Background: an optimization exercise with open tools, aiming at small area, a short achievable clock period and few clock cycles per item. Do not read the settings as production practice. Function was checked by simulation only, so behaviour that the tests miss may differ from the original. Power and IR drop assume default switching activity.

## ubc_codec
module ubc_codec (
    input  wire        clk,
    input  wire        rst,
    input  wire        enc_start,
    input  wire        enc_in_valid,
    input  wire        enc_in_end,
    input  wire [7:0]  enc_in_data,
    output wire        enc_in_ready,
    output wire        enc_out_valid,
    output wire [20:0] enc_out_data,
    input  wire        enc_out_ready,
    output wire [1:0]  enc_phase,
    output wire [31:0] enc_in_count,
    output wire [31:0] enc_out_count,
    input  wire        dec_start,
    input  wire        dec_mode,
    input  wire        dec_in_valid,
    input  wire        dec_in_end,
    input  wire [20:0] dec_in_data,
    output wire        dec_in_ready,
    output wire        dec_out_valid,
    output wire [7:0]  dec_out_data,
    input  wire        dec_out_ready,
    output wire [1:0]  dec_phase,
    output wire [31:0] dec_idx,
    output wire [31:0] dec_out_count,
    output wire [1:0]  dec_err_kind,
    output wire [31:0] dec_err_idx,
    output wire [6:0]  dec_err_sel
);
Size: roughly 1,400 cells after synthesis, about 290 flip-flops, roughly 0.014 mm2 of cells after synthesis.
Settings: LEC_CHECK=0, ABC_CLOCK_PERIOD_IN_PS=2500, CAP_MARGIN=20, CORE_MARGIN=2, CORE_UTILIZATION=40, CTS_BUF_LIST=sky130_fd_sc_hd__clkbuf_8, CTS_CLUSTER_DIAMETER=55, CTS_CLUSTER_SIZE=18, SETUP_SLACK_MARGIN=3.5, SLEW_MARGIN=20; clock period 6.0 ns.
standard.sh (not shown) runs the stock make flow with config.mk's settings and CLKGATE_MAP_FILE= SYNTH_SCRIPT=/design/flow/synth_recipe.tcl, a recipe that flattens the netlist after the stock synthesis.
==> flow/flow/run.sh <==
#!/bin/bash
# Standard layout, with plain buf_1 cells as the port buffers.
set -euo pipefail
export BUFFER_PORTS_ARGS="-buffer_cell sky130_fd_sc_hd__buf_1"
bash standard.sh > standard_flow.log 2>&1
The first run went through all stages and came out clean.
Testbench counts at the start, summed over its fixed seeds: cycles 35,192, items 65,871.
==> next run, changes <==
--- a/flow/config.mk
+++ b/flow/config.mk
@@ -11,6 +11,6 @@
 export CORE_UTILIZATION = 40
 export CTS_BUF_LIST = sky130_fd_sc_hd__clkbuf_8
-export CTS_CLUSTER_DIAMETER = 55
-export CTS_CLUSTER_SIZE = 18
+export CTS_CLUSTER_DIAMETER = 50
+export CTS_CLUSTER_SIZE = 16
 export SETUP_SLACK_MARGIN = 3.5
 export SLEW_MARGIN = 20
Power rose by 1.5%.
Final area hardly moves.
Fmax rose by 0.75%.
Worst setup slack gets better by 0.018 ns.
Synthesized area stays the same.
Clock-buffer cell count rose by 8.
==> next run, changes <==
--- a/flow/config.mk
+++ b/flow/config.mk
@@ -10,7 +10,7 @@
 export CORE_MARGIN = 2
 export CORE_UTILIZATION = 40
-export CTS_BUF_LIST = sky130_fd_sc_hd__clkbuf_8
-export CTS_CLUSTER_DIAMETER = 50
-export CTS_CLUSTER_SIZE = 16
+export CTS_BUF_LIST = sky130_fd_sc_hd__clkbuf_4
+export CTS_CLUSTER_DIAMETER = 40
+export CTS_CLUSTER_SIZE = 12
 export SETUP_SLACK_MARGIN = 3.5
 export SLEW_MARGIN = 20
Final area came out higher by 12%.
Combinational power rises by about 6%.
Register-to-register slack loses 0.08 ns.
Die area is unchanged.
Cell count grows by 6.9%.
First-iteration DRC count came out higher by 4.3%.
Routed wire length rose by 5.5%.

========
Another version of the RTL of ubc_codec (not shown whole).
Size in the first run: ~1400 cells after synthesis, about 14000 um2 of cells after synthesis.
clock: 6.0 ns
lec_check: 0
abc_clock_period_in_ps: 2500
cap_margin: 20
core_margin: 2
core_utilization: 55
cts_buf_list: sky130_fd_sc_hd__clkbuf_8
cts_cluster_diameter: 50
cts_cluster_size: 16
place_density: 0.7
setup_slack_margin: 3.4
slew_margin: 20
Scripts as last shown in full above: flow/flow/run.sh
The starting point passed the timing, DRC and antenna checks.
Testbench counts at the start, summed over its fixed seeds: cycles 35,192, items 65,871.
Change:
- ABC_CLOCK_PERIOD_IN_PS: 2500 -> 2800
- CORE_UTILIZATION: 55 -> 40
- PLACE_DENSITY: 0.7 -> default
Design area rose by 1.9%; critical path depth goes down by 1; first-iteration DRC count shrinks by 18%; maximum frequency is higher by 1.7%; worst hold slack degrades by 0.0068 ns; non-clock buffer count rises by 1; sequential power stays flat; total power climbs by 4.6%; final cell count grows by 6.9%; global-route usage shrinks by 4.0 points.

========
== v17 ==
Starting RTL as in the previous note.
## ubc_codec
module ubc_codec (
    input  wire        clk,
    input  wire        rst,
    input  wire        enc_start,
    input  wire        enc_in_valid,
    input  wire        enc_in_end,
    input  wire [7:0]  enc_in_data,
    output wire        enc_in_ready,
    output wire        enc_out_valid,
    output wire [20:0] enc_out_data,
    input  wire        enc_out_ready,
    output wire [1:0]  enc_phase,
    output wire [31:0] enc_in_count,
    output wire [31:0] enc_out_count,
    input  wire        dec_start,
    input  wire        dec_mode,
    input  wire        dec_in_valid,
    input  wire        dec_in_end,
    input  wire [20:0] dec_in_data,
    output wire        dec_in_ready,
    output wire        dec_out_valid,
    output wire [7:0]  dec_out_data,
    input  wire        dec_out_ready,
    output wire [1:0]  dec_phase,
    output wire [31:0] dec_idx,
    output wire [31:0] dec_out_count,
    output wire [1:0]  dec_err_kind,
    output wire [31:0] dec_err_idx,
    output wire [6:0]  dec_err_sel
);
Settings: LEC_CHECK=0, ABC_AREA=1, CAP_MARGIN=20, CORE_MARGIN=2, CORE_UTILIZATION=40, CTS_BUF_LIST=sky130_fd_sc_hd__clkbuf_8, CTS_CLUSTER_DIAMETER=50, CTS_CLUSTER_SIZE=16, SETUP_SLACK_MARGIN=3.5, SLEW_MARGIN=20; clock period 6.0 ns.
Scripts as last shown in full above: flow/flow/run.sh
Testbench counts of v17, summed over its fixed seeds: cycles 35,192, items 65,871.
Inputs modified between v17 and v51:
# v17
export LEC_CHECK = 0
export ABC_AREA = 1
export CAP_MARGIN = 20
export CORE_MARGIN = 2
export CORE_UTILIZATION = 40
export CTS_BUF_LIST = sky130_fd_sc_hd__clkbuf_8
export CTS_CLUSTER_DIAMETER = 50
export CTS_CLUSTER_SIZE = 16
export SETUP_SLACK_MARGIN = 3.5
export SLEW_MARGIN = 20
create_clock -name core_clock -period 6.0 [get_ports {clk}]
# v51
export LEC_CHECK = 0
export ABC_CLOCK_PERIOD_IN_PS = 2500
export CAP_MARGIN = 20
export CORE_MARGIN = 2
export CORE_UTILIZATION = 40
export CTS_BUF_LIST = sky130_fd_sc_hd__clkbuf_8
export CTS_CLUSTER_DIAMETER = 50
export CTS_CLUSTER_SIZE = 16
export SETUP_SLACK_MARGIN = 3.4
export SLEW_MARGIN = 20
create_clock -name core_clock -period 6.0 [get_ports {clk}]
### Flow results
Summary of v51 over v17: cell depth of the worst hold path climbed 1; fraction of power consumed by the clock network climbed 0.6 points.
Core occupancy in the finished layout in v51 is 0.80 points below v17.
v51 vs. v17: average instance area after synthesis climbed 1.7 um2; overall power fell about 1.2%; design area shows a reduction of about 4.5%; final critical path time including I/O delays and setup grew by 5.4 ps.
Timing endpoint of the critical path: dec_idx[7] -> v17, u_dec.rdy -> v51
For v17, the most common cell after layout, fill and taps aside was nand2_1, unlike v51, where it was buf_1.
Standard cell with the maximum stage delay on the critical path = or4b_1: v51; standard cell with the maximum stage delay on the critical path = dfxtp_1: v17
Setup changes, v51 to v31
# v51
export LEC_CHECK = 0
export ABC_CLOCK_PERIOD_IN_PS = 2500
export CAP_MARGIN = 20
export CORE_MARGIN = 2
export CORE_UTILIZATION = 40
export CTS_BUF_LIST = sky130_fd_sc_hd__clkbuf_8
export CTS_CLUSTER_DIAMETER = 50
export CTS_CLUSTER_SIZE = 16
export SETUP_SLACK_MARGIN = 3.4
export SLEW_MARGIN = 20
create_clock -name core_clock -period 6.0 [get_ports {clk}]
# v31
export LEC_CHECK = 0
export ABC_CLOCK_PERIOD_IN_PS = 2500
export CAP_MARGIN = 20
export CORE_MARGIN = 2
export CORE_UTILIZATION = 40
export CTS_BUF_LIST = sky130_fd_sc_hd__clkbuf_8
export CTS_CLUSTER_DIAMETER = 50
export CTS_CLUSTER_SIZE = 16
export SETUP_SLACK_MARGIN = 3.2
export SLEW_MARGIN = 20
create_clock -name core_clock -period 6.0 [get_ports {clk}]
- v31 finished every step from synthesis to the final layout, and the layout passed the timing, DRC and antenna checks.
- Lower placement-stage worst setup slack was reported by v31, not v51.
- On overall power, v51 loses to v31.
- Setup slack: v31 and v51 compared, higher one is v51
- Taking v51 as the reference point, the arrival time of data at the critical path endpoint of v31 falls by 30 ps.
- There was hardly any difference in combined global-route utilization of all metal layers between v31 and v51.
- Sort v31 and v51 by routed wire length desc -> top: v31
- v31 against v51; final area is down slightly.
- Relative to v51, v31 degrades fmax.
- v31 vs v51, portion of the clock cycle consumed by the worst path in the final layout went up by 2.6 points.
- Of the two values seen for startpoint of the worst setup timing path, u_dec.dat_r was produced by v31 and dec_out_ready by v51.
- In v31, the portion of total power attributed to the clock network came out 1.4 points below the value in v51.
- Maximum fanout count along the critical path ends up lower on v31.

-- re-timing with driven ports --
The flow's constraints put no driver on any port. The routed layouts listed below were extracted and timed again, unchanged, in two steps. Step 1 assumes that a clkbuf_16 drives the clock port and a buf_2 every other input. Step 2, shift: input delay + t, output delay - t, t = (earliest + latest rising clock arrival at the registers) / 2. This alone moves slack from input paths to output paths. a / b / c = ideal ports / drivers / drivers and shift; a / b = the first two.
| run | t, ns | slack for setup (ns) | worst slew at a driven data input, ns |
|---|---|---|---|
| the first run of note 1 | 0.649 | 3.550 / 3.506 / 2.972 | 0.07 |
| the second run of note 1 | 0.621 | 3.568 / 3.522 / 3.025 | 0.05 |
| the third run of note 1 | 0.785 | 3.402 / 3.359 / 2.956 | 0.06 |
| the first run of note 2 | 0.623 | 3.499 / 3.480 / 2.923 | 0.07 |
| the second run of note 2 | 0.583 | 3.540 / 3.480 / 2.897 | 0.10 |
| v17 | 0.629 | 3.546 / 3.496 / 2.921 | 0.07 |
| v51 | 0.583 | 3.540 / 3.480 / 2.897 | 0.10 |
| v31 | 0.597 | 3.382 / 3.382 / 2.818 | 0.08 |
After both steps every run listed still meets setup and hold.
